Source: an optimization exercise on an open RTL-to-GDS flow (aim: small area, a short achievable clock period and few clock cycles per item). Production flows keep margins and buffers that such runs may drop.
At most, simulation tests tie the RTL to the original design; equivalence was not proved.
No functional check of the RTL was part of runs 1 and 5.
Power is estimated from default activity; no workload was simulated.

<file path="design/flow/constraint.sdc">
create_clock -name core_clock -period 10.0 [get_ports {clk}]
set_input_delay 2.0000 -clock core_clock [delete_from_list [all_inputs] [get_ports {clk}]]
set_output_delay 2.0000 -clock core_clock [all_outputs]
set_load 0.01 [all_outputs]
</file>
<file path="design/flow/standard.sh">
#!/bin/bash
# synth_recipe.tcl (not shown) runs the flow's synth.tcl, then flattens the netlist and writes it again
# the make line also repeats each setting of config.mk as NAME=value (left out here)
make -C /OpenROAD-flow-scripts/flow DESIGN_CONFIG=/design/flow/config.mk WORK_HOME=/design/flow/orfs CLKGATE_MAP_FILE= SYNTH_SCRIPT=/design/flow/synth_recipe.tcl "${@:-finish}"
</file>
<file path="design/flow/flow/run.sh">
#!/bin/bash
# The standard layout (standard.sh), with plain buf_1 cells as the port buffers.
export BUFFER_PORTS_ARGS="-buffer_cell sky130_fd_sc_hd__buf_1"
bash standard.sh > standard_run.log 2>&1
</file>
<file path="design/flow/config.mk">
export PLATFORM = sky130hd
export DESIGN_NAME = cnetz_rxdec
export DESIGN_NICKNAME = cnetz_rxdec
export VERILOG_FILES = /design/flow/design.v
export SDC_FILE = /design/flow/constraint.sdc
export NUM_CORES = 4
export LEC_CHECK = 0
export CAP_MARGIN = 20
export CORE_MARGIN = 2
export CORE_UTILIZATION = 40
export SLEW_MARGIN = 20
export SYNTH_HIERARCHICAL = 1
export SYNTH_MINIMUM_KEEP_SIZE = 0
</file>
<file path="design/flow/design.v">
module cnetz_bchdec (input wire [14:0] w, output wire [6:0] data, output wire [1:0] code);
    wire n1; cnetz_x2 u1 (.a(w[0]), .b(w[4]), .y(n1));
    wire n2; cnetz_x2 u2 (.a(w[1]), .b(w[8]), .y(n2));
    wire n3; cnetz_x2 u3 (.a(w[1]), .b(w[13]), .y(n3));
    wire n4; cnetz_x2 u4 (.a(w[0]), .b(w[8]), .y(n4));
    wire n5; cnetz_x2 u5 (.a(w[3]), .b(w[10]), .y(n5));
    wire n6; cnetz_x2 u6 (.a(w[7]), .b(w[11]), .y(n6));
    wire n7; cnetz_x2 u7 (.a(w[6]), .b(w[9]), .y(n7));
    wire n8; cnetz_x2 u8 (.a(w[3]), .b(w[12]), .y(n8));
    wire n9; cnetz_x2 u9 (.a(w[9]), .b(w[11]), .y(n9));
    wire n10; cnetz_x2 u10 (.a(w[2]), .b(w[11]), .y(n10));
    wire n11; cnetz_x2 u11 (.a(w[11]), .b(w[14]), .y(n11));
    wire n12; cnetz_x2 u12 (.a(w[10]), .b(w[13]), .y(n12));
    wire n13; cnetz_x2 u13 (.a(w[12]), .b(w[13]), .y(n13));
    wire n14; cnetz_x2 u14 (.a(w[5]), .b(w[14]), .y(n14));
    wire n15; cnetz_x2 u15 (.a(w[4]), .b(w[6]), .y(n15));
    wire n16; cnetz_x2 u16 (.a(w[7]), .b(w[13]), .y(n16));
    wire n17; cnetz_x2 u17 (.a(n1), .b(n13), .y(n17));
    wire n18; cnetz_x2 u18 (.a(w[4]), .b(w[5]), .y(n18));
    wire n19; cnetz_x2 u19 (.a(w[2]), .b(w[4]), .y(n19));
    wire n20; cnetz_x2 u20 (.a(n3), .b(n14), .y(n20));
    wire n21; cnetz_x2 u21 (.a(n10), .b(n12), .y(n21));
    wire n22; cnetz_x2 u22 (.a(n2), .b(n19), .y(n22));
    wire n23; cnetz_x2 u23 (.a(n7), .b(n16), .y(n23));
    wire n24; cnetz_x2 u24 (.a(n4), .b(n9), .y(n24));
    wire n25; cnetz_x2 u25 (.a(n6), .b(n18), .y(n25));
    wire n26; cnetz_x2 u26 (.a(n8), .b(n11), .y(n26));
    wire n27; cnetz_x2 u27 (.a(n5), .b(n15), .y(n27));
    wire n28; cnetz_x2 u28 (.a(n27), .b(n21), .y(n28));
    wire n29; cnetz_x2 u29 (.a(n25), .b(n23), .y(n29));
    wire n30; cnetz_x2 u30 (.a(n22), .b(n26), .y(n30));
    wire n31; cnetz_x2 u31 (.a(n24), .b(n17), .y(n31));
    wire n32; cnetz_x2 u32 (.a(n24), .b(n20), .y(n32));
    wire n33; cnetz_x2 u33 (.a(n22), .b(n21), .y(n33));
    wire n34; cnetz_x2 u34 (.a(n22), .b(n23), .y(n34));
    wire n35; cnetz_x2 u35 (.a(n26), .b(n17), .y(n35));
    wire n36; cnetz_x2 u36 (.a(n28), .b(n35), .y(n36));
    wire n37; cnetz_x2 u37 (.a(n25), .b(n33), .y(n37));
    wire n38; cnetz_x2 u38 (.a(n27), .b(n32), .y(n38));
    wire n39; cnetz_x2 u39 (.a(n24), .b(n27), .y(n39));
    wire n40; cnetz_x2 u40 (.a(n31), .b(n33), .y(n40));
    wire n41; cnetz_x2 u41 (.a(n29), .b(n31), .y(n41));
    wire n42; cnetz_x2 u42 (.a(n28), .b(n29), .y(n42));
    wire n43; cnetz_x2 u43 (.a(n23), .b(n30), .y(n43));
    wire n44; cnetz_x2 u44 (.a(n20), .b(n37), .y(n44));
    wire n45; cnetz_x2 u45 (.a(n20), .b(n29), .y(n45));
    wire n46; cnetz_x2 u46 (.a(n22), .b(n28), .y(n46));
    cnetz_thx u47 (.w(w[8]), .a(n22), .b(n24), .c(n41), .d(n44), .y(data[0]));
    cnetz_thx u48 (.w(w[9]), .a(n42), .b(n24), .c(n40), .d(n23), .y(data[1]));
    cnetz_thx u49 (.w(w[10]), .a(n27), .b(n40), .c(n21), .d(n44), .y(data[2]));
    cnetz_thx u50 (.w(w[11]), .a(n25), .b(n24), .c(n21), .d(n26), .y(data[3]));
    cnetz_thx u51 (.w(w[12]), .a(n41), .b(n40), .c(n17), .d(n26), .y(data[4]));
    cnetz_thx u52 (.w(w[13]), .a(n23), .b(n21), .c(n17), .d(n20), .y(data[5]));
    cnetz_thx u53 (.w(w[14]), .a(n36), .b(n44), .c(n26), .d(n20), .y(data[6]));
    wire [3:0] kc;
    cnetz_cube u_cube (.p({n39, n30, n34, n32}), .k(kc));
    wire n54; cnetz_xn2 u54 (.a(kc[0]), .b(n46), .y(n54));
    wire n55; cnetz_xn2 u55 (.a(kc[1]), .b(n45), .y(n55));
    wire n56; cnetz_xn2 u56 (.a(kc[2]), .b(n43), .y(n56));
    wire n57; cnetz_xn2 u57 (.a(kc[3]), .b(n38), .y(n57));
    wire n58; cnetz_or4 u58 (.a(n32), .b(n34), .c(n30), .d(n39), .y(n58));
    wire n59; cnetz_nand2 u59 (.a(n46), .b(kc[1]), .y(n59));
    wire n60; cnetz_nand2 u60 (.a(n45), .b(kc[0]), .y(n60));
    wire n61; cnetz_nand2 u61 (.a(n43), .b(kc[3]), .y(n61));
    wire n62; cnetz_nand2 u62 (.a(n38), .b(kc[2]), .y(n62));
    wire n63; cnetz_x2 u63 (.a(n59), .b(n60), .y(n63));
    wire n64; cnetz_x2 u64 (.a(n61), .b(n62), .y(n64));
    wire n65; cnetz_xn2 u65 (.a(n63), .b(n64), .y(n65));
    cnetz_nand4 u66 (.a(n54), .b(n55), .c(n56), .d(n57), .y(code[1]));
    wire n67; cnetz_nor2 u67 (.a(n58), .b(code[1]), .y(n67));
    cnetz_a31oi u68 (.a(code[1]), .b(n65), .c(n58), .d(n67), .y(code[0]));
endmodule
module cnetz_cube(p, k);
  input [3:0] p;
  wire [3:0] p;
  output [3:0] k;
  wire [3:0] k;
  wire _00_;
  wire _01_;
  wire _02_;
  wire _03_;
  wire _04_;
  wire _05_;
    cnetz_g_or2 _06_ (.A(p[1]), .B(p[2]), .X(k[2]));
    cnetz_g_nand2 _07_ (.A(p[2]), .B(p[0]), .Y(_00_));
    cnetz_g_nand2 _08_ (.A(p[3]), .B(p[1]), .Y(_01_));
    cnetz_g_xor2 _09_ (.A(_00_), .B(_01_), .X(k[1]));
    cnetz_g_nand2b _10_ (.A_N(p[0]), .B(p[1]), .Y(_02_));
    cnetz_g_nand3 _11_ (.A(p[3]), .B(p[2]), .C(_02_), .Y(_03_));
    cnetz_g_or3 _12_ (.A(p[2]), .B(p[0]), .C(_01_), .X(_04_));
    cnetz_g_nand3b _13_ (.A_N(p[3]), .B(p[1]), .C(p[0]), .Y(_05_));
    cnetz_g_nand3 _14_ (.A(_03_), .B(_04_), .C(_05_), .Y(k[0]));
    cnetz_g_or2 _15_ (.A(p[3]), .B(p[0]), .X(k[3]));
endmodule
module cnetz_g_or2 (input wire A, input wire B, output wire X);
    assign X = (A) | (B);
endmodule
module cnetz_g_nand2 (input wire A, input wire B, output wire Y);
    assign Y = (~A) | (~B);
endmodule
module cnetz_g_xor2 (input wire A, input wire B, output wire X);
    assign X = (A&~B) | (~A&B);
endmodule
module cnetz_g_nand2b (input wire A_N, input wire B, output wire Y);
    assign Y = (A_N) | (~B);
endmodule
module cnetz_g_nand3 (input wire A, input wire B, input wire C, output wire Y);
    assign Y = (~A) | (~B) | (~C);
endmodule
module cnetz_g_or3 (input wire A, input wire B, input wire C, output wire X);
    assign X = (A) | (B) | (C);
endmodule
module cnetz_g_nand3b (input wire A_N, input wire B, input wire C, output wire Y);
    assign Y = (A_N) | (~B) | (~C);
endmodule
module cnetz_a2 (input wire a, input wire b, output wire y);
    assign y = a & b;
endmodule
module cnetz_a21o (input wire a, input wire b, input wire c, output wire y);
    assign y = (a & b) | c;
endmodule
module cnetz_a31oi (input wire a, input wire b, input wire c, input wire d, output wire y);
    assign y = ~((a & b & c) | d);
endmodule
module cnetz_maj (input wire a, input wire b, input wire c, output wire y);
    assign y = (a & b) | (a & c) | (b & c);
endmodule
module cnetz_nand2 (input wire a, input wire b, output wire y);
    assign y = ~(a & b);
endmodule
module cnetz_nand4 (input wire a, input wire b, input wire c, input wire d, output wire y);
    assign y = ~(a & b & c & d);
endmodule
module cnetz_nor2 (input wire a, input wire b, output wire y);
    assign y = ~(a | b);
endmodule
module cnetz_o21ai (input wire a, input wire b, input wire c, output wire y);
    assign y = ~((a | b) & c);
endmodule
module cnetz_or2 (input wire a, input wire b, output wire y);
    assign y = a | b;
endmodule
module cnetz_or4 (input wire a, input wire b, input wire c, input wire d, output wire y);
    assign y = a | b | c | d;
endmodule
module cnetz_thx (input wire w, input wire a, input wire b, input wire c, input wire d, output wire y);
    assign y = w ^ ((a & b & (c | d)) | (c & d & (a | b)));
endmodule
module cnetz_x2 (input wire a, input wire b, output wire y);
    assign y = a ^ b;
endmodule
module cnetz_xn2 (input wire a, input wire b, output wire y);
    assign y = ~(a ^ b);
endmodule
module cnetz_rxdec (
    input  wire         clk,
    input  wire         rst,           
    input  wire         in_valid,
    output wire         in_ready,
    input  wire [149:0] in_frame,
    output reg          out_valid,
    input  wire         out_ready,
    output reg  [2:0]   out_stat,      
    output wire [63:0]  out_payload,
    output wire [5:0]   out_pad,
    output wire [19:0]  out_eflags,    
    output wire [4:0]   out_errcnt
);
    localparam [2:0] ST_OK        = 3'd1;
    localparam [2:0] ST_CORRECTED = 3'd2;
    localparam [2:0] ST_UNCORR    = 3'd3;
    localparam [2:0] ST_IDLE      = 3'd4;
    wire [14:0] word [0:9];
    wire [6:0]  data [0:9];
    wire [1:0]  code [0:9];
    genvar g, c;
    generate
        for (g = 0; g < 10; g = g + 1) begin : lane
            for (c = 0; c < 15; c = c + 1) begin : bitmap
                assign word[g][14-c] = in_frame[149 - (10*c + g)];
            end
            cnetz_bchdec u_dec (
                .w    (word[g]),
                .data (data[g]),
                .code (code[g])
            );
        end
    endgenerate
    reg [69:0] info_r;       
    reg [19:0] code_r;       
    cnetz_or2 u_in_ready (.a(!out_valid), .b(out_ready), .y(in_ready));
    wire load = !out_valid || out_ready;
    always @(posedge clk) begin
        if (rst)
            out_valid <= 1'b0;
        else if (load)
            out_valid <= in_valid;
    end
    always @(posedge clk) begin
        if (load) begin
            info_r <= {data[0], data[1], data[2], data[3], data[4],
                       data[5], data[6], data[7], data[8], data[9]};
            code_r <= {code[9], code[8], code[7], code[6], code[5],
                       code[4], code[3], code[2], code[1], code[0]};
        end
    end
    assign out_payload = info_r[69:6];
    assign out_pad     = info_r[5:0];
    assign out_eflags  = code_r;
    wire [9:0] c_lo, c_hi;
    generate
        for (g = 0; g < 10; g = g + 1) begin : split
            assign c_lo[g] = code_r[2*g];
            assign c_hi[g] = code_r[2*g+1];
        end
    endgenerate
    wire [14:0] psum;        
    cnetz_ecsum u_errcnt (.a(c_lo), .b(c_hi), .o(out_errcnt), .ps(psum));
    wire idle = (&out_payload) || !(|out_payload);
    wire any_fail = |(c_lo & c_hi);
    always @* begin
        if (any_fail)
            out_stat = ST_UNCORR;
        else if (idle)
            out_stat = ST_IDLE;
        else if (!(|psum))
            out_stat = ST_OK;
        else
            out_stat = ST_CORRECTED;
    end
endmodule
module cnetz_ecsum (input wire [9:0] a, input wire [9:0] b, output wire [4:0] o, output wire [14:0] ps);
    cnetz_x2 ue1 (.a(a[0]), .b(a[1]), .y(ps[0]));
    wire e2; cnetz_x2 ue2 (.a(b[0]), .b(b[1]), .y(e2));
    cnetz_a21o ue3 (.a(a[0]), .b(a[1]), .c(e2), .y(ps[1]));
    cnetz_a2 ue4 (.a(b[0]), .b(b[1]), .y(ps[2]));
    cnetz_x2 ue5 (.a(a[2]), .b(a[3]), .y(ps[3]));
    wire e6; cnetz_x2 ue6 (.a(b[2]), .b(b[3]), .y(e6));
    cnetz_a21o ue7 (.a(a[2]), .b(a[3]), .c(e6), .y(ps[4]));
    cnetz_a2 ue8 (.a(b[2]), .b(b[3]), .y(ps[5]));
    cnetz_x2 ue9 (.a(a[4]), .b(a[5]), .y(ps[6]));
    wire e10; cnetz_x2 ue10 (.a(b[4]), .b(b[5]), .y(e10));
    cnetz_a21o ue11 (.a(a[4]), .b(a[5]), .c(e10), .y(ps[7]));
    cnetz_a2 ue12 (.a(b[4]), .b(b[5]), .y(ps[8]));
    cnetz_x2 ue13 (.a(a[6]), .b(a[7]), .y(ps[9]));
    wire e14; cnetz_x2 ue14 (.a(b[6]), .b(b[7]), .y(e14));
    cnetz_a21o ue15 (.a(a[6]), .b(a[7]), .c(e14), .y(ps[10]));
    cnetz_a2 ue16 (.a(b[6]), .b(b[7]), .y(ps[11]));
    cnetz_x2 ue17 (.a(a[8]), .b(a[9]), .y(ps[12]));
    wire e18; cnetz_x2 ue18 (.a(b[8]), .b(b[9]), .y(e18));
    cnetz_a21o ue19 (.a(a[8]), .b(a[9]), .c(e18), .y(ps[13]));
    cnetz_a2 ue20 (.a(b[8]), .b(b[9]), .y(ps[14]));
    wire e21; cnetz_x2 ue21 (.a(ps[0]), .b(ps[3]), .y(e21));
    wire e22; cnetz_x2 ue22 (.a(e21), .b(ps[6]), .y(e22));
    wire e23; cnetz_maj ue23 (.a(ps[0]), .b(ps[3]), .c(ps[6]), .y(e23));
    wire e24; cnetz_x2 ue24 (.a(ps[9]), .b(ps[12]), .y(e24));
    cnetz_x2 ue25 (.a(e24), .b(e22), .y(o[0]));
    wire e26; cnetz_maj ue26 (.a(ps[9]), .b(ps[12]), .c(e22), .y(e26));
    wire e27; cnetz_x2 ue27 (.a(ps[1]), .b(ps[4]), .y(e27));
    wire e28; cnetz_x2 ue28 (.a(e27), .b(ps[7]), .y(e28));
    wire e29; cnetz_maj ue29 (.a(ps[1]), .b(ps[4]), .c(ps[7]), .y(e29));
    wire e30; cnetz_x2 ue30 (.a(ps[10]), .b(ps[13]), .y(e30));
    wire e31; cnetz_x2 ue31 (.a(e30), .b(e23), .y(e31));
    wire e32; cnetz_maj ue32 (.a(ps[10]), .b(ps[13]), .c(e23), .y(e32));
    wire e33; cnetz_x2 ue33 (.a(e28), .b(e31), .y(e33));
    cnetz_x2 ue34 (.a(e33), .b(e26), .y(o[1]));
    wire e35; cnetz_maj ue35 (.a(e28), .b(e31), .c(e26), .y(e35));
    wire e36; cnetz_x2 ue36 (.a(ps[2]), .b(ps[5]), .y(e36));
    wire e37; cnetz_x2 ue37 (.a(e36), .b(ps[8]), .y(e37));
    wire e38; cnetz_maj ue38 (.a(ps[2]), .b(ps[5]), .c(ps[8]), .y(e38));
    wire e39; cnetz_x2 ue39 (.a(ps[11]), .b(ps[14]), .y(e39));
    wire e40; cnetz_x2 ue40 (.a(e39), .b(e37), .y(e40));
    wire e41; cnetz_maj ue41 (.a(ps[11]), .b(ps[14]), .c(e37), .y(e41));
    wire e42; cnetz_x2 ue42 (.a(e29), .b(e32), .y(e42));
    wire e43; cnetz_x2 ue43 (.a(e42), .b(e40), .y(e43));
    wire e44; cnetz_maj ue44 (.a(e29), .b(e32), .c(e40), .y(e44));
    wire e45; cnetz_x2 ue45 (.a(e38), .b(e41), .y(e45));
    wire e46; cnetz_x2 ue46 (.a(e45), .b(e44), .y(e46));
    wire e47; cnetz_maj ue47 (.a(e38), .b(e41), .c(e44), .y(e47));
    cnetz_x2 ue48 (.a(e43), .b(e35), .y(o[2]));
    wire e49; cnetz_a2 ue49 (.a(e43), .b(e35), .y(e49));
    cnetz_x2 ue50 (.a(e46), .b(e49), .y(o[3]));
    wire e51; cnetz_a2 ue51 (.a(e46), .b(e49), .y(e51));
    cnetz_x2 ue52 (.a(e47), .b(e51), .y(o[4]));
    wire e53; cnetz_a2 ue53 (.a(e47), .b(e51), .y(e53));
endmodule
</file>
==> results of run 1 <==
worst max-delay path: cells and delay by family (launching register included):
kind | cells | cell delay, ps
XOR/XNOR | 4 | 780
adder cells (fa/ha/maj) | 2 | 680
flip-flops | 1 | 530
AND/OR/NAND/NOR | 2 | 320
buffers and inverters | 1 | 160
report_power, final:
group,total [W],switching (W),internal [W]
Sequential,0.000890,0.000184,0.000706
Combinational,0.00277,0.00166,0.00110
Clock,0.000357,0.000148,0.000209
sequential cells by signal (all words and copies together) (netlist names):
register / count
code_r: 20
info_r: 70
out_valid: 1
cell type report:
class / count / area, sq um / share of cell area
Multi-Input combinational cell: 1103 / 8400 / 0.653
Sequential cell: 91 / 2720 / 0.212
Timing Repair Buffer: 254 / 957 / 0.0744
Tap cell: 378 / 473 / 0.0367
Clock buffer: 13 / 260 / 0.0202
Clock inverter: 3 / 46.3 / 0.00360
Inverter: 2 / 7.51 / 0.000583
Antenna cell: 1 / 2.50 / 0.000194
worst paths after layout:
| check | slack [ps] | cells past startpoint | to |
|---|---|---|---|
| setup reg to reg | 8160 | 2 | code_r[11]$_DFFE_PP_ |
| hold / removal | 690 | 2 | out_valid$_SDFFE_PP0P_ |
| setup / recovery | 5180 | 9 | out_errcnt[4] |
| hold reg to reg | 690 | 2 | out_valid$_SDFFE_PP0P_ |
layer usage:
layer | GRT usage | vias up
met5 | 0 | -
met4 | 0.0416 | 0
met3 | 0.0250 | 21
met2 | 0.316 | 220
met1 | 0.277 | 4371
li1 | - | 4743
stage by stage:
stage | setup slack (ps) | instances | instance area (sq um)
2_1_floorplan | 5330 | 1196 | 11100
3_3_place_gp | 5260 | 1828 | 12600
3_5_place_dp | 5160 | 1828 | 12600
4_1_cts | 5170 | 1844 | 12900
5_1_grt | 5000 | 1844 | 12900
6_report | 5180 | 1845 | 12900
modules after synthesis, one instance, submodules excluded, excerpt:
module          area, sq um  cells  times used  flip-flops and latches
cnetz_a21o             7.51      1           5                       0
cnetz_g_nand2b         6.26      1          10                       0
cnetz_g_nand3          5.00      1          20                       0
cnetz_or4              7.51      1          10                       0
cnetz_g_nand2          3.75      1          20                       0
cnetz_x2               8.76      1         511                       0
cnetz_rxdec            3120    153           1                      91
cnetz_a2               6.26      1           7                       0
cnetz_g_xor2           8.76      1          10                       0
cnetz_g_or2            6.26      1          20                       0
cnetz_g_or3            6.26      1          10                       0
cnetz_thx              27.5      4          70                       0
cnetz_or2              6.26      1           1                       0
cnetz_a31oi            6.26      1          10                       0
cnetz_g_nand3b         7.51      1          10                       0
cnetz_nor2             3.75      1          10                       0
cell families after synthesis:
kind of cell / count (synthesis)
DFF: 91
adders and majority gates: 9
xor gates and xnor gates: 641
buffers and inverters: 2
and+or+nand+nor: 290
AOI/OAI and AO/OA: 163
Yosys cell counts:
cell        n  share of area
maj3_2      9         0.0091
nand3_1    20         0.0090
or2_1      21          0.012
a21o_1      5         0.0034
nand2_1   131          0.044
dfxtp_1     1         0.0018
nand4_1    32          0.018
a22o_1      2         0.0016
edfxtp_1   90           0.24
and2_1      8         0.0045
a22oi_1     1        0.00068
nor4_1     22          0.012
and3_1      1        0.00056
o21ai_0     2        0.00090
a221oi_1    2         0.0016
xnor2_1    50          0.039
nor2_1     10         0.0034
a31oi_1    10         0.0056
or4_1      11         0.0074
nand3b_1   10         0.0067
and4_1      1        0.00079
nor3_1      1        0.00045
a21oi_1     1        0.00045
or3_1      10         0.0056
xor2_1    591           0.47
o211ai_1  140          0.094
nor4_2      1         0.0011
inv_1       2        0.00068
nand2b_1   11         0.0062
==> metrics.yaml, run 1 <==
crit_type: "reg -> out"
cap_violations: 0
fin_nets: 1615
gp_congestion: 0.866
finalHoldViolCount: 0
cp_slowest_cell: "edfxtp_1"
crit_chain: "xor2_1 > maj3_2 > maj3_2 > xor2_1 > xor2_1 > and2_1 > and2_1 > xor2_1 > buf_1"
overflow: 0
clk_pin_slew_worst_paths_ps: 70
fp.dieH_um: 171
die_w_um: 171
clock_skew_ps: 9.90
portBuffers: 253
hold_ws_ps: 688
ir_drop_v: 0.000171
antenna_found_initial: 0
final_cell_mix: "591 x xor2_1, 253 x buf_1, 140 x o211ai_1"
synth_cell_types: 29
cts-root-buf: "clkbuf_16"
rsz0062_at_grt: "no"
vias_per_cell: 5.07
grt_pass1_vias: 8722
cpPeakStageDelay_ps: 530
m1WireLength_mm: 13.9
path_max_fanout: 4
cts_setup_buffers: 0
hold_buffers: 0
grt_max_degree: 79
synth.avg_cell_area_sq_um: 9.30
syn-num-nets: 1350
cpMostUsedCell: "xor2_1"
die-area_sq_um: 29200
rows: 61
ys_seq_area_frac: 0.245
clock_latency_ps: 350
layout-drive-gt1-share: 0.0177
wl_per_cell_um: 15.4
design_power_total_w: 0.00401
worstHoldStart: "out_valid$_SDFFE_PP0P_"
synth-compound-area-share: 0.109
cp_data_arrival_time_ps: 2820
numClockSinks: 91
leakage_nw: 4.92
setup_tns_ps: 0
synth_adder_area_share: 0.00911
grt_pass1_wl_mm: 45.4
slew_headroom: 0.288
ios: 254
syn-cell-area_sq_um: 11100
dp_hpwl_mm: 23.7
crit_start: "code_r[2]$_DFFE_PP_"
fill_cells: 2744
synth_mux_area_frac: 0
synth_simple_gate_area_frac: 0.132
power_density_nw_per_um2: 312
finalCritPeriodShare: 0.482
gr-usage-all-layers: 0.195
worst_pin_slew_ps: 1070
final_core_util: 0.467
met3_length_mm: 1.21
startpoint_type: "flop"
synth_top_family_by_area: "XOR/XNOR gates"
slew_viol_final: 0
cts_buffer_depth: 2
endpoint_kind: "output port"
num_vias: 9355
synthXorXnorAreaFrac: 0.505
synth-seq-cells: 91
ctsHtreeMaxLevel: 3
mostFrequentLayoutCell: "xor2_1"
first_pass_iters: 4
design.core.area_sq_um: 27600
reg2reg_from: "out_valid$_SDFFE_PP0P_"
highest_layer: "met4"
ys.warnings.count: 7
area_delta_synth_final_pct: 15.7
dr_wl_met2_mm: 13.0
ctsResizeCount: 0
finalSetupViolCount: 0
syn_inst: 1196
outcome: "no timing/DRC/antenna violations"
max_freq_mhz: 207
start_util: 0.404
min_period_ps: 4820
hp-class: "reg -> reg"
antenna_left: 0
cp.required_ps: 8000
cts_buffers: 9
cts_tree: "built"
wl_mm: 28.5
drc_errors: 0
first_iter_violations: 356
==> run 2: changes to the inputs <==
--- a/design/flow/design.v
+++ b/design/flow/design.v
@@ -280,7 +280,5 @@
     cnetz_x2 ue48 (.a(e43), .b(e35), .y(o[2]));
     wire e49; cnetz_a2 ue49 (.a(e43), .b(e35), .y(e49));
     cnetz_x2 ue50 (.a(e46), .b(e49), .y(o[3]));
-    wire e51; cnetz_a2 ue51 (.a(e46), .b(e49), .y(e51));
-    cnetz_x2 ue52 (.a(e47), .b(e51), .y(o[4]));
-    wire e53; cnetz_a2 ue53 (.a(e47), .b(e51), .y(e53));
-endmodule
+    cnetz_a21o ue51 (.a(e46), .b(e49), .c(e47), .y(o[4]));
+endmodule
--- a/design/flow/config.mk
+++ b/design/flow/config.mk
@@ -7,7 +7,7 @@
 export LEC_CHECK = 0
 export CAP_MARGIN = 20
 export CORE_MARGIN = 2
-export CORE_UTILIZATION = 40
+export CORE_UTILIZATION = 75
 export SLEW_MARGIN = 20
 export SYNTH_HIERARCHICAL = 1
 export SYNTH_MINIMUM_KEEP_SIZE = 0
==> run 2 against run 1 <==
Against the previous run: still clean; final cell count decreased by 11%; critical path depth is 1 lower; first-iteration DRC count up 110%; largest power group unchanged.
==> metrics.yaml, run 2 <==
grt_pass1_vias: 9628
numClockSinks: 91
drc_errors: 0
cap_violations: 0
min_period_ps: 4780
crit_type: "reg -> out"
antenna_cells: 0
cts_setup_buffers: 0
met3_length_mm: 2.49
endpoint_kind: "output port"
grt_max_degree: 62
mostFrequentLayoutCell: "xor2_1"
cts_tree: "built"
gp_congestion: 0.929
reg2reg_from: "out_valid$_SDFFE_PP0P_"
cts_buffer_depth: 2
wl_per_cell_um: 17.3
synth_cell_types: 29
antenna_found_initial: 0
die_w_um: 126
ctsHtreeMaxLevel: 3
layout-drive-gt1-share: 0.0171
largest_reg_flops: 70
post-synth-top-count-cell: "xor2_1"
ys_dominant_reg_cell: "edfxtp_1"
synth.largest_area_cell: "xor2_1"
cp_data_arrival_time_ps: 2780
first_iter_violations: 734
synth-seq-cells: 91
m1WireLength_mm: 11.2
design.core.area_sq_um: 14500
ys_seq_area_frac: 0.245
cp.required_ps: 8000
highest_layer: "met4"
worst_pin_slew_ps: 821
leakage_nw: 4.90
finalHoldViolCount: 0
synth.top_cell.area_share: 0.465
r2r-end: "info_r[58]$_DFFE_PP_"
ir_drop_v: 0.000220
wl_mm: 28.5
largest_register: "info_r"
final_cell_mix: "590 x xor2_1, 253 x buf_1, 140 x o211ai_1"
worstHoldStart: "out_valid$_SDFFE_PP0P_"
area_delta_synth_final_pct: 13.1
start_util: 0.765
cts_buffers: 9
synth_edf_count: 90
clock_skew_ps: 7.98
path_max_fanout: 4
overflow: 0
setup_tns_ps: 0
ios: 254
max_freq_mhz: 209
fp.dieH_um: 126
slew_headroom: 0.451
rows: 44
vias_per_cell: 6.07
finalSetupViolCount: 0
hp-class: "reg -> reg"
ctsResizeCount: 0
dp_hpwl_mm: 22.9
min_to: "out_valid$_SDFFE_PP0P_"
rsz0062_at_grt: "no"
grt_pass1_wl_mm: 46.3
clock_latency_ps: 350
synthTopCellsByArea: "xor2_1 46%, edfxtp_1 24%, o211ai_1 9.5%"
ys.warnings.count: 7
outcome: "no timing/DRC/antenna violations"
gr-usage-all-layers: 0.357
cts-root-buf: "clkbuf_16"
hold_ws_ps: 871
r2r_cells: 2
die-area_sq_um: 15800
num_vias: 10000
r2r_slack_ps: 8160
top_regs: "info_r: 70 flops, code_r: 20 flops, out_valid: 1 flops"
startpoint_type: "flop"
synth.avg_cell_area_sq_um: 9.30
first_pass_iters: 6
dr_wl_met2_mm: 13.8
clk_pin_slew_worst_paths_ps: 60
synthTopCellsByCount: "590 x xor2_1, 140 x o211ai_1, 131 x nand2_1, 90 x edfxtp_1, 50 x xnor2_1"
syn-cell-area_sq_um: 11100
power_density_nw_per_um2: 320
finalCritPeriodShare: 0.478
hold_depth: 2
slew_viol_final: 0
ys_async_sr_fraction: 0
fin_nets: 1614
hold_buffers: 0
antenna_left: 0
portBuffers: 253
syn_inst: 1195
syn-num-nets: 1349
-- run 2: cell count changes after synthesis --
| cell | previous run | this run |
|---|---|---|
| and2_1 | 8 | 7 |
| a21o_1 | 5 | 6 |
| xor2_1 | 591 | 590 |
-- run 2: final cells by class --
type	instances	area [sq um]
fillers	861	1960
flip-flops and latches	91	2720
inverters	2	7.51
well taps	184	230
clock inverters	5	30.0
repair buffers	254	957
clock buffers	11	233
multi-input cells	1102	8390
-- run 2: worst max path at each step --
stage,startpoint,to,slack (ps)
6_report,code_r[6]$_DFFE_PP_,out_errcnt[3],5220
3_5_place_dp,in_frame[115],code_r[8]$_DFFE_PP_,5200
4_1_cts,code_r[6]$_DFFE_PP_,out_errcnt[3],5230
3_3_place_gp,in_frame[114],code_r[10]$_DFFE_PP_,5310
5_1_grt,code_r[6]$_DFFE_PP_,out_errcnt[3],5070
2_1_floorplan,out_ready,code_r[0]$_DFFE_PP_,5330
-- run 2: critical path, stage by stage, from the launching register on --
cell      delay (ps)
edfxtp_1         530
xor2_1           250
maj3_2           350
maj3_2           340
xor2_1           190
xor2_1           220
and2_1           200
xor2_1           180
buf_1            170
-- run 2: cell families (layout without fill, tap and decap cells) --
group                      after synthesis  after routing  synth area share
buffers and inverters                    2            272          0.000676
AOI/OAI and AO/OA                      164            164             0.109
adders and majority gates                9              9           0.00912
DFF                                     91             91             0.245
and+or+nand+nor                        289            289             0.132
xor gates and xnor gates               640            640             0.504
-- run 2: metal layers --
layer	vias up	track usage
li1	4748	-
met1	4703	0.442
met2	483	0.614
met3	72	0.0794
met4	0	0.131
met5	-	0
-- run 2: per-stage QoR --
| stage | setup slack (ps) | util | instances | cell area (sq um) | total power, W |
|---|---|---|---|---|---|
| finish | 5220 | 0.865 | 1649 | 12600 | 0.00402 |
| floorplan | 5330 | - | 1195 | 11100 | 0.00297 |
| global route | 5070 | 0.865 | 1649 | 12600 | 0.00434 |
| detailed placement | 5200 | 0.847 | 1633 | 12300 | 0.00365 |
| global placement | 5310 | 0.847 | 1633 | 12300 | 0.00352 |
| CTS | 5230 | 0.865 | 1649 | 12600 | 0.00399 |
-- run 2: Yosys stat by module, one instance, submodules excluded, a selection --
module | cells inside | copies in the design
cnetz_a2 | 1 | 6
cnetz_g_or2 | 1 | 20
cnetz_g_nand2 | 1 | 20
cnetz_a21o | 1 | 6
cnetz_xn2 | 1 | 50
cnetz_or4 | 1 | 10
cnetz_g_nand3b | 1 | 10
cnetz_a31oi | 1 | 10
cnetz_g_nand3 | 1 | 20
-- run 2: power by group --
part | internal, W | total (W) | leakage, nW | switching, W
clock | 0.000167 | 0.000314 | 0.127 | 0.000147
sequential | 0.000706 | 0.000894 | 0.916 | 0.000188
combinational | 0.00109 | 0.00281 | 3.85 | 0.00172
total | 0.00196 | 0.00402 | 4.90 | 0.00206
Testbench counts of run 2, summed over its fixed seeds: cycles 4,008, items 4,000.
==> run 3: changes to the inputs <==
--- a/design/flow/config.mk
+++ b/design/flow/config.mk
@@ -8,6 +8,7 @@
 export CAP_MARGIN = 20
 export CORE_MARGIN = 2
 export CORE_UTILIZATION = 75
+export CTS_BUF_LIST = sky130_fd_sc_hd__clkbuf_8
 export SLEW_MARGIN = 20
 export SYNTH_HIERARCHICAL = 1
 export SYNTH_MINIMUM_KEEP_SIZE = 0
==> run 3 against run 2 <==
Against the previous run: register-to-register slack is essentially flat; die area is the same; count of clock-buffer cells in the layout down 2; fmax fell by 1.2%; clock power is 28% lower; setup slack worse by 57 ps; non-clock buffer count is the same; worst hold slack better by 0.95 ps; flip-flop and latch count unchanged; critical endpoint unchanged; largest cell class unchanged; highest routed layer unchanged.
==> metrics.yaml, run 3 <==
outcome: "no timing/DRC/antenna violations"
power_density_nw_per_um2: 315
design_power_total_w: 0.00393
largest_register: "info_r"
drc_errors: 0
syn-num-nets: 1349
synth.top_cell.area_share: 0.465
largest_reg_flops: 70
pre_cts_ws_ps: 5200
stdcell_count: 1650
synthTopCellsByCount: "590 x xor2_1, 140 x o211ai_1, 131 x nand2_1, 90 x edfxtp_1, 50 x xnor2_1"
setup_ws_ps: 5160
slew_viol_final: 0
leakage_nw: 4.86
cts_buffers: 9
ctsHtreeMaxLevel: 3
ys_dominant_reg_cell: "edfxtp_1"
start_util: 0.765
synth_cell_types: 29
first_pass_iters: 6
synth_edf_count: 90
ios: 254
synth.largest_area_cell: "xor2_1"
first_iter_violations: 655
hold_buffers: 0
clock_latency_ps: 390
clk_pin_slew_worst_paths_ps: 90
endpoint_kind: "output port"
path_max_fanout: 4
min_period_ps: 4840
top_regs: "info_r: 70 flops, code_r: 20 flops, out_valid: 1 flops"
fp.dieH_um: 126
startpoint_type: "flop"
design.core.area_sq_um: 14500
max_freq_mhz: 207
rows: 44
antenna_left: 0
post-synth-top-count-cell: "xor2_1"
ys_async_sr_fraction: 0
die_w_um: 126
layout-drive-gt1-share: 0.0171
fin_nets: 1614
cts-root-buf: "clkbuf_8"
clock_skew_ps: 12.5
cp_data_arrival_time_ps: 2840
final_cell_mix: "590 x xor2_1, 253 x buf_1, 140 x o211ai_1"
placed_area_sq_um: 12300
synthTopCellsByArea: "xor2_1 46%, edfxtp_1 24%, o211ai_1 9.5%"
wl_mm: 28.5
area_delta_synth_final_pct: 12.2
synth.avg_cell_area_sq_um: 9.30
hp-class: "reg -> reg"
dp_hpwl_mm: 22.9
finalHoldViolCount: 0
gp_congestion: 0.929
slew_headroom: 0.464
grt_pass1_wl_mm: 45.6
cp_slowest_cell: "edfxtp_1"
crit_type: "reg -> out"
cts_tree: "built"
cap_violations: 0
cts_buffer_depth: 2
cts_setup_buffers: 0
stdcell_area_sq_um: 12500
synth-seq-cells: 91
cp.required_ps: 8000
overflow: 0
ys.warnings.count: 7
die-area_sq_um: 15800
ctsResizeCount: 0
antenna_found_initial: 1
grt_max_degree: 62
cpMostUsedCell: "xor2_1"
cpPeakStageDelay_ps: 550
numClockSinks: 91
ys_seq_area_frac: 0.245
mostFrequentLayoutCell: "xor2_1"
ir_drop_v: 0.000223
portBuffers: 253
crit_chain: "xor2_1 > maj3_2 > maj3_2 > xor2_1 > xor2_1 > and2_1 > xor2_1 > buf_1"
vias_per_cell: 6.05
finalSetupViolCount: 0
syn-cell-area_sq_um: 11100
finalCritPeriodShare: 0.484
dpl.cell_count: 1633
num_vias: 9978
rsz0062_at_grt: "no"
wl_per_cell_um: 17.3
worst_pin_slew_ps: 801
gr-usage-all-layers: 0.354
grt_pass1_vias: 9632
syn_inst: 1195
setup_tns_ps: 0
-- run 3: power by group --
| part | switching, W | internal (W) | leakage (nW) |
|---|---|---|---|
| logic | 0.00172 | 0.00109 | 3.85 |
| clock network | 0.000138 | 0.0000874 | 0.0890 |
| registers | 0.000189 | 0.000705 | 0.916 |
-- run 3: final timing paths --
kind | start | cells past startpoint | endpoint | slack (ps)
max | code_r[6]$_DFFE_PP_ | 8 | out_errcnt[3] | 5160
min reg2reg | out_valid$_SDFFE_PP0P_ | 2 | out_valid$_SDFFE_PP0P_ | 870
max reg2reg | out_valid$_SDFFE_PP0P_ | 2 | info_r[62]$_DFFE_PP_ | 8170
min | out_valid$_SDFFE_PP0P_ | 2 | out_valid$_SDFFE_PP0P_ | 870
-- run 3: per-module statistics from Yosys, one instance, submodules excluded, a selection --
module	flip-flops and latches	cell area, sq um
cnetz_g_nand2b	0	6.26
cnetz_g_or3	0	6.26
cnetz_nor2	0	3.75
cnetz_g_nand3	0	5.00
cnetz_a31oi	0	6.26
cnetz_g_or2	0	6.26
cnetz_g_nand2	0	3.75
cnetz_x2	0	8.76
-- run 3: metal layers --
layer,part of all wire,global-route usage,vias to the layer above,wire [um]
li1,-,-,4756,-
met1,0.39,0.434,4673,11200
met2,0.48,0.602,473,13800
met3,0.088,0.0879,76,2520
met4,0.037,0.140,0,1070
met5,0,0,-,0
-- run 3: logic make-up after synthesis --
kind of cell / after synthesis / synth area share
AOI/OAI and AO/OA: 164 / 0.109
xor gates and xnor gates: 640 / 0.504
adders and majority gates: 9 / 0.00912
buffers and inverters: 2 / 0.000676
DFF: 91 / 0.245
and+or+nand+nor: 289 / 0.132
-- run 3: per-stage QoR --
stage	util	hold slack, ps
after global placement	0.847	840
after CTS	0.858	882
final	0.858	872
after detailed placement	0.847	869
after global routing	0.858	918
after floorplan	-	2070
-- run 3: cell type report --
cell class / count / area (sq um)
diodes: 1 / 2.50
clock buffers: 9 / 124
clock inverters: 7 / 37.5
fillers: 877 / 2060
inverters: 2 / 7.51
multi-input cells: 1102 / 8390
flip-flops and latches: 91 / 2720
well taps: 184 / 230
repair buffers: 254 / 957
-- run 3: worst max-delay path, delay by kind of cell, from the launching register on --
family                   cells  cell delay (ps)
buffers and inverters        1              170
flip-flops                   1              550
AND/OR/NAND/NOR              1              200
adder cells (fa/ha/maj)      2              690
XOR/XNOR                     4              850
==> run 4: changes to the inputs <==
--- a/design/flow/config.mk
+++ b/design/flow/config.mk
@@ -7,8 +7,7 @@
 export LEC_CHECK = 0
 export CAP_MARGIN = 20
 export CORE_MARGIN = 2
-export CORE_UTILIZATION = 75
-export CTS_BUF_LIST = sky130_fd_sc_hd__clkbuf_8
+export CORE_UTILIZATION = 40
 export SLEW_MARGIN = 20
 export SYNTH_HIERARCHICAL = 1
 export SYNTH_MINIMUM_KEEP_SIZE = 0
==> run 4 against run 3 <==
Against the previous run: sequential power grew 1%; worst hold slack worse by 58 ps; power grew 2.0%; register-to-register slack worse by 40 ps; critical path type unchanged; largest cell class unchanged.
==> metrics.yaml, run 4 <==
wl_mm: 29.2
die_w_um: 171
post-synth-top-count-cell: "xor2_1"
top_regs: "info_r: 70 flops, code_r: 20 flops, out_valid: 1 flops"
drc_errors: 0
synth.largest_area_cell: "xor2_1"
dp_hpwl_mm: 24.0
ctsResizeCount: 0
worst_pin_slew_ps: 930
placed_area_sq_um: 12600
syn_inst: 1195
numClockSinks: 91
vias_per_cell: 5.14
finalSetupViolCount: 0
wl_per_cell_um: 15.8
crit_type: "reg -> out"
hp-class: "reg -> reg"
ios: 254
rsz0062_at_grt: "no"
hold_buffers: 0
ctsHtreeMaxLevel: 3
endpoint_kind: "output port"
antenna_found_initial: 5
largest_register: "info_r"
synth.top_cell.area_share: 0.465
finalHoldViolCount: 0
syn-num-nets: 1349
portBuffers: 253
slew_viol_final: 0
cts_buffers: 9
overflow: 0
startpoint_type: "flop"
synth_edf_count: 90
ys.warnings.count: 7
num_vias: 9480
final_cell_mix: "590 x xor2_1, 253 x buf_1, 140 x o211ai_1"
cp.required_ps: 8000
cts-root-buf: "clkbuf_16"
leakage_nw: 4.92
outcome: "no timing/DRC/antenna violations"
area_delta_synth_final_pct: 15.7
gp_congestion: 0.869
fill_cells: 2709
grt_max_degree: 69
synthTopCellsByArea: "xor2_1 46%, edfxtp_1 24%, o211ai_1 9.5%"
design.core.area_sq_um: 27600
first_iter_violations: 441
syn-cell-area_sq_um: 11100
rows: 61
stdcell_area_sq_um: 12900
cts_setup_buffers: 0
die-area_sq_um: 29100
clock_skew_ps: 6.28
power_density_nw_per_um2: 312
clk_pin_slew_worst_paths_ps: 70
path_max_fanout: 3
mostFrequentLayoutCell: "xor2_1"
synthTopCellsByCount: "590 x xor2_1, 140 x o211ai_1, 131 x nand2_1, 90 x edfxtp_1, 50 x xnor2_1"
cts_buffer_depth: 2
max_freq_mhz: 209
largest_reg_flops: 70
grt_pass1_wl_mm: 45.8
clock_latency_ps: 340
min_period_ps: 4780
cts_tree: "built"
slew_headroom: 0.380
grt_pass1_vias: 8896
synth-seq-cells: 91
ys_async_sr_fraction: 0
start_util: 0.403
fp.dieH_um: 171
synth_cell_types: 29
ir_drop_v: 0.000176
layout-drive-gt1-share: 0.0177
first_pass_iters: 5
cp_data_arrival_time_ps: 2780
ys_dominant_reg_cell: "edfxtp_1"
setup_tns_ps: 0
cap_violations: 0
fin_nets: 1614
gr-usage-all-layers: 0.198
synth.avg_cell_area_sq_um: 9.30
antenna_left: 0
ys_seq_area_frac: 0.245
finalCritPeriodShare: 0.478
-- run 4: cell count changes in the layout (fill, tap and decap cells not counted), sizes merged --
| cell | delta |
|---|---|
| diode | +2 |
| bufinv | +1 |
| clkinvlp | -1 |
-- run 4: worst paths after layout --
kind / start / endpoint / slack (ps) / cells past startpoint
worst min-delay path: out_valid$_SDFFE_PP0P_ / out_valid$_SDFFE_PP0P_ / 810 / 2
worst max register to register: out_valid$_SDFFE_PP0P_ / info_r[59]$_DFFE_PP_ / 8130 / 2
worst max-delay path: info_r[38]$_DFFE_PP_ / out_stat[2] / 5220 / 6
worst min register to register: out_valid$_SDFFE_PP0P_ / out_valid$_SDFFE_PP0P_ / 810 / 2
-- run 4: cell type report --
cell class                 count  area, sq um  share of cell area
multi-input combinational   1102         8390               0.653
tap                          378          473              0.0368
sequential                    91         2720               0.212
timing repair buffer         254          957              0.0744
inverter                       2         7.51            0.000584
clock inverter                 7         75.1             0.00584
antenna                        3         7.51            0.000584
clock buffer                   9          225              0.0175
-- run 4: cells by family after synthesis --
kind of cell / after synthesis / share of synthesized area
AOI/OAI and AO/OA: 164 / 0.109
xor gates and xnor gates: 640 / 0.504
adders and majority gates: 9 / 0.00912
buffers and inverters: 2 / 0.000676
DFF: 91 / 0.245
and+or+nand+nor: 289 / 0.132
-- run 4: routing by layer --
layer	global-route usage	wire, um	vias up
li1	-	-	4763
met1	0.265	13400	4442
met2	0.330	13600	247
met3	0.0414	1820	24
met4	0.0405	363	4
met5	0	24	-
-- run 4: critical path, cell delays in order (launching register included) --
cell	delay, ps
edfxtp_1	440
nor4_1	720
nand4_1	230
or4_1	550
nand2_1	190
and2_1	150
buf_1	140
-- run 4: metrics by stage --
| step | cells | utilization | setup WS [ps] | hold WS, ps | power, W |
|---|---|---|---|---|---|
| 3_3_place_gp | 1827 | 0.456 | 5240 | 819 | 0.00360 |
| 3_5_place_dp | 1827 | 0.456 | 5180 | 832 | 0.00366 |
| 2_1_floorplan | 1195 | - | 5330 | 2070 | 0.00297 |
| 6_report | 1846 | 0.467 | 5220 | 814 | 0.00401 |
| 5_1_grt | 1843 | 0.467 | 5130 | 889 | 0.00440 |
| 4_1_cts | 1843 | 0.467 | 5200 | 836 | 0.00404 |
-- run 4: modules after synthesis (local to each module, per instance), excerpt --
| module | times used | area, sq um |
|---|---|---|
| cnetz_g_nand2 | 20 | 3.75 |
| cnetz_x2 | 510 | 8.76 |
| cnetz_maj | 9 | 11.3 |
| cnetz_or2 | 1 | 6.26 |
| cnetz_g_xor2 | 10 | 8.76 |
| cnetz_nand4 | 10 | 6.26 |
| cnetz_or4 | 10 | 7.51 |
| cnetz_a31oi | 10 | 6.26 |
-- run 4: power by group --
part / total, W / internal [W] / switching, W
Clock: 0.000355 / 0.000196 / 0.000159
Sequential: 0.000902 / 0.000706 / 0.000196
Combinational: 0.00275 / 0.00109 / 0.00166
==> run 5: changes to the inputs <==
--- a/design/flow/design.v
+++ b/design/flow/design.v
@@ -59,16 +59,17 @@
     wire n56; cnetz_xn2 u56 (.a(kc[2]), .b(n43), .y(n56));
     wire n57; cnetz_xn2 u57 (.a(kc[3]), .b(n38), .y(n57));
     wire n58; cnetz_or4 u58 (.a(n32), .b(n34), .c(n30), .d(n39), .y(n58));
-    wire n59; cnetz_nand2 u59 (.a(n46), .b(kc[1]), .y(n59));
-    wire n60; cnetz_nand2 u60 (.a(n45), .b(kc[0]), .y(n60));
-    wire n61; cnetz_nand2 u61 (.a(n43), .b(kc[3]), .y(n61));
-    wire n62; cnetz_nand2 u62 (.a(n38), .b(kc[2]), .y(n62));
-    wire n63; cnetz_x2 u63 (.a(n59), .b(n60), .y(n63));
-    wire n64; cnetz_x2 u64 (.a(n61), .b(n62), .y(n64));
-    wire n65; cnetz_xn2 u65 (.a(n63), .b(n64), .y(n65));
-    cnetz_nand4 u66 (.a(n54), .b(n55), .c(n56), .d(n57), .y(code[1]));
-    wire n67; cnetz_nor2 u67 (.a(n58), .b(code[1]), .y(n67));
-    cnetz_a31oi u68 (.a(code[1]), .b(n65), .c(n58), .d(n67), .y(code[0]));
+    wire n59; cnetz_or4 u59 (.a(n46), .b(n45), .c(n43), .d(n38), .y(n59));
+    wire n60; cnetz_nand2 u60 (.a(n46), .b(kc[1]), .y(n60));
+    wire n61; cnetz_nand2 u61 (.a(n45), .b(kc[0]), .y(n61));
+    wire n62; cnetz_nand2 u62 (.a(n43), .b(kc[3]), .y(n62));
+    wire n63; cnetz_nand2 u63 (.a(n38), .b(kc[2]), .y(n63));
+    wire n64; cnetz_x2 u64 (.a(n60), .b(n61), .y(n64));
+    wire n65; cnetz_x2 u65 (.a(n62), .b(n63), .y(n65));
+    wire n66; cnetz_xn2 u66 (.a(n64), .b(n65), .y(n66));
+    cnetz_nand4 u67 (.a(n54), .b(n55), .c(n56), .d(n57), .y(code[1]));
+    wire n68; cnetz_nor2 u68 (.a(n58), .b(n59), .y(n68));
+    cnetz_a31oi u69 (.a(code[1]), .b(n66), .c(n58), .d(n68), .y(code[0]));
 endmodule
 module cnetz_cube(p, k);
   input [3:0] p;
@@ -280,5 +281,7 @@
     cnetz_x2 ue48 (.a(e43), .b(e35), .y(o[2]));
     wire e49; cnetz_a2 ue49 (.a(e43), .b(e35), .y(e49));
     cnetz_x2 ue50 (.a(e46), .b(e49), .y(o[3]));
-    cnetz_a21o ue51 (.a(e46), .b(e49), .c(e47), .y(o[4]));
-endmodule
+    wire e51; cnetz_a2 ue51 (.a(e46), .b(e49), .y(e51));
+    cnetz_x2 ue52 (.a(e47), .b(e51), .y(o[4]));
+    wire e53; cnetz_a2 ue53 (.a(e47), .b(e51), .y(e53));
+endmodule
==> run 5 against run 4 <==
Against the previous run: still clean on timing, DRC and antenna; clock skew increased by 4.2 ps; synthesized area increased by 0.74%; synthesized cell count increased by 0.92%; critical path type unchanged; largest power group unchanged.
==> metrics.yaml, run 5 <==
fp.dieH_um: 171
largest_reg_flops: 70
area_delta_synth_final_pct: 15.6
synth_simple_gate_area_frac: 0.138
wl_per_cell_um: 15.6
syn-cell-area_sq_um: 11200
first_pass_iters: 5
design.core.area_sq_um: 27700
gr-usage-all-layers: 0.193
dp_hpwl_mm: 23.6
synth.largest_area_cell: "xor2_1"
mostFrequentLayoutCell: "xor2_1"
cts_tree: "built"
ys_seq_area_frac: 0.243
reg2reg_from: "out_valid$_SDFFE_PP0P_"
synth_edf_count: 90
finalSetupViolCount: 0
ctsResizeCount: 0
start_util: 0.404
largest_register: "info_r"
syn-num-nets: 1360
hp-class: "reg -> reg"
synth_mux_area_frac: 0
cp_slowest_cell: "edfxtp_1"
portBuffers: 253
cts_buffers: 9
grt_max_degree: 68
syn_inst: 1206
r2r-end: "info_r[55]$_DFFE_PP_"
die_w_um: 171
slew_viol_final: 0
crit_start: "code_r[10]$_DFFE_PP_"
synth_adder_area_share: 0.00905
vias_per_cell: 5.16
cp_data_arrival_time_ps: 2830
cp.required_ps: 8000
gp_congestion: 0.888
slew_headroom: 0.399
clock_skew_ps: 10.5
synthTopCellsByCount: "591 x xor2_1, 140 x o211ai_1, 131 x nand2_1, 90 x edfxtp_1, 50 x xnor2_1"
synth-compound-area-share: 0.108
synthTopCellsByArea: "xor2_1 46%, edfxtp_1 24%, o211ai_1 9.4%"
ios: 254
grt_pass1_wl_mm: 45.3
synth.avg_cell_area_sq_um: 9.29
r2r_slack_ps: 8130
pre_cts_ws_ps: 5210
rsz0062_at_grt: "no"
overflow: 0
num_vias: 9572
clk_pin_slew_worst_paths_ps: 70
drc_errors: 0
ys.warnings.count: 7
setup_ws_ps: 5170
leakage_nw: 4.93
ys_dominant_reg_cell: "edfxtp_1"
post-synth-top-count-cell: "xor2_1"
hold_buffers: 0
max_freq_mhz: 207
wl_mm: 28.9
first_iter_violations: 613
finalCritPeriodShare: 0.483
path_max_fanout: 4
synth_cell_types: 29
fin_nets: 1625
endpoint: "out_errcnt[4]"
design_power_total_w: 0.00405
power_density_nw_per_um2: 313
cap_violations: 0
layout-drive-gt1-share: 0.0176
worst_pin_slew_ps: 901
cts-root-buf: "clkbuf_16"
antenna_left: 0
fill_cells: 2698
synthXorXnorAreaFrac: 0.501
top_regs: "info_r: 70 flops, code_r: 20 flops, out_valid: 1 flops"
endpoint_kind: "output port"
startpoint_type: "flop"
cts_buffer_depth: 2
final_cell_mix: "591 x xor2_1, 253 x buf_1, 140 x o211ai_1"
min_period_ps: 4830
setup_tns_ps: 0
grt_pass1_vias: 8840
antenna_found_initial: 1
rows: 61
cts_setup_buffers: 0
synth_top_family_by_area: "XOR/XNOR gates"
r2r_cells: 2
numClockSinks: 91
cpPeakStageDelay_ps: 530
synth.top_cell.area_share: 0.462
crit_chain: "xor2_1 > maj3_2 > maj3_2 > maj3_2 > xor2_1 > and2_1 > xor2_1 > buf_1"
finalHoldViolCount: 0
worstHoldStart: "out_valid$_SDFFE_PP0P_"
ir_drop_v: 0.000156
crit_type: "reg -> out"
ys_async_sr_fraction: 0
outcome: "no timing/DRC/antenna violations"
ctsHtreeMaxLevel: 3
synth-seq-cells: 91
die-area_sq_um: 29400
clock_latency_ps: 350
-- run 5: changes by cell type in the layout (fill, tap and decap cells not counted), moves of 2 or more --
cell      delta
or4_1       +10
clkinv_1     -2
clkinv_2     +2
diode_2      -2
-- run 5: logic make-up after synthesis --
| group | Yosys count |
|---|---|
| AO/OA/AOI/OAI | 163 |
| XOR/XNOR | 641 |
| adder cells (fa/ha/maj) | 9 |
| buffers and inverters | 2 |
| flip-flops | 91 |
| AND/OR/NAND/NOR | 300 |
-- run 5: power breakdown --
group | internal (W) | switching, W | total [W]
Sequential | 0.000706 | 0.000189 | 0.000894
Clock | 0.000217 | 0.000147 | 0.000365
Combinational | 0.00111 | 0.00168 | 0.00279
Total | 0.00203 | 0.00202 | 0.00405
-- run 5: worst min-delay path by stage --
stage / cells after the start / to / slack, ps
after floorplan: 1 / out_valid$_SDFFE_PP0P_ / 2070
after global placement: 2 / out_valid$_SDFFE_PP0P_ / 830
after detailed placement: 2 / out_valid$_SDFFE_PP0P_ / 850
after CTS: 2 / out_valid$_SDFFE_PP0P_ / 850
after global routing: 2 / out_valid$_SDFFE_PP0P_ / 910
final: 2 / out_valid$_SDFFE_PP0P_ / 820
-- run 5: area by class of cell --
cell class	count	area (sq um)	share of cell area
Sequential cell	91	2720	0.210
Antenna cell	1	2.50	0.000193
Multi-Input combinational cell	1113	8480	0.655
Clock buffer	10	229	0.0177
Timing Repair Buffer	254	957	0.0739
Clock inverter	5	78.8	0.00609
Inverter	2	7.51	0.000580
Tap cell	378	473	0.0365
-- run 5: critical path, delay by kind of cell (launching register included) --
family | cells | cell delay (ps)
XOR/XNOR | 3 | 590
flip-flops | 1 | 530
buffers and inverters | 1 | 160
adder cells (fa/ha/maj) | 3 | 1040
AND/OR/NAND/NOR | 1 | 160
-- run 5: layer usage --
| layer | routed length, um | global-route usage | up-vias |
|---|---|---|---|
| met2 | 13200 | 0.315 | 250 |
| met5 | 0 | 0 | - |
| met3 | 1540 | 0.0329 | 17 |
| met1 | 13800 | 0.268 | 4502 |
| met4 | 329 | 0.0446 | 0 |
| li1 | - | - | 4803 |
-- run 5: per-module statistics from Yosys (local to each module, per instance), excerpt --
| module | times used | flops+latches | area (sq um) | cells inside |
|---|---|---|---|---|
| cnetz_a31oi | 10 | 0 | 6.26 | 1 |
| cnetz_rxdec | 1 | 91 | 3120 | 153 |
| cnetz_g_xor2 | 10 | 0 | 8.76 | 1 |
| cnetz_nor2 | 10 | 0 | 3.75 | 1 |
| cnetz_or4 | 20 | 0 | 7.51 | 1 |
| cnetz_thx | 70 | 0 | 27.5 | 4 |
| cnetz_or2 | 1 | 0 | 6.26 | 1 |
| cnetz_g_or3 | 10 | 0 | 6.26 | 1 |
| cnetz_nand2 | 40 | 0 | 3.75 | 1 |
-- run 5: per-stage QoR --
| stage | cells | hold slack [ps] | area [sq um] | util |
|---|---|---|---|---|
| after global routing | 1853 | 908 | 12900 | 0.467 |
| after floorplan | 1206 | 2070 | 11200 | - |
| after detailed placement | 1838 | 851 | 12600 | 0.456 |
| final | 1854 | 818 | 12900 | 0.467 |
| after global placement | 1838 | 830 | 12600 | 0.456 |
| after CTS | 1853 | 852 | 12900 | 0.467 |

[re-timing with driven ports]
In the flow no input, the clock included, has a driving cell. The finished layouts below were timed again as built, in two steps.
Step 1 assumes that a clkbuf_16 drives the clock port and a buf_2 every other input.
Step 2, shift: input delay + t, output delay - t, t = (earliest + latest rising clock arrival at the registers) / 2. This alone moves slack from input paths to output paths.
a / b / c = ideal / step 1 / step 2; a / b = the first two.
run | t (ns) | setup WS [ns] | hold slack, ns | clock arrival spread, ns
run 1 | 0.388 | 5.180 / 5.134 / 5.167 | 0.688 / 0.688 / 0.688 | 0.013 / 0.013
run 2 | 0.389 | 5.220 / 5.178 / 5.083 | 0.871 / 0.871 / 0.871 | 0.011 / 0.011
run 3 | 0.419 | 5.163 / 5.123 / 5.082 | 0.872 / 0.872 / 0.872 | 0.017 / 0.017
run 4 | 0.389 | 5.216 / 5.171 / 5.161 | 0.814 / 0.814 / 0.814 | 0.011 / 0.011
run 5 | 0.391 | 5.175 / 5.128 / 5.162 | 0.818 / 0.818 / 0.818 | 0.011 / 0.012
After both steps every run listed still meets setup and hold. For run 2, which loses most, drivers alone change the setup slack by -0.042 ns; drivers and shift together by -0.137 ns.
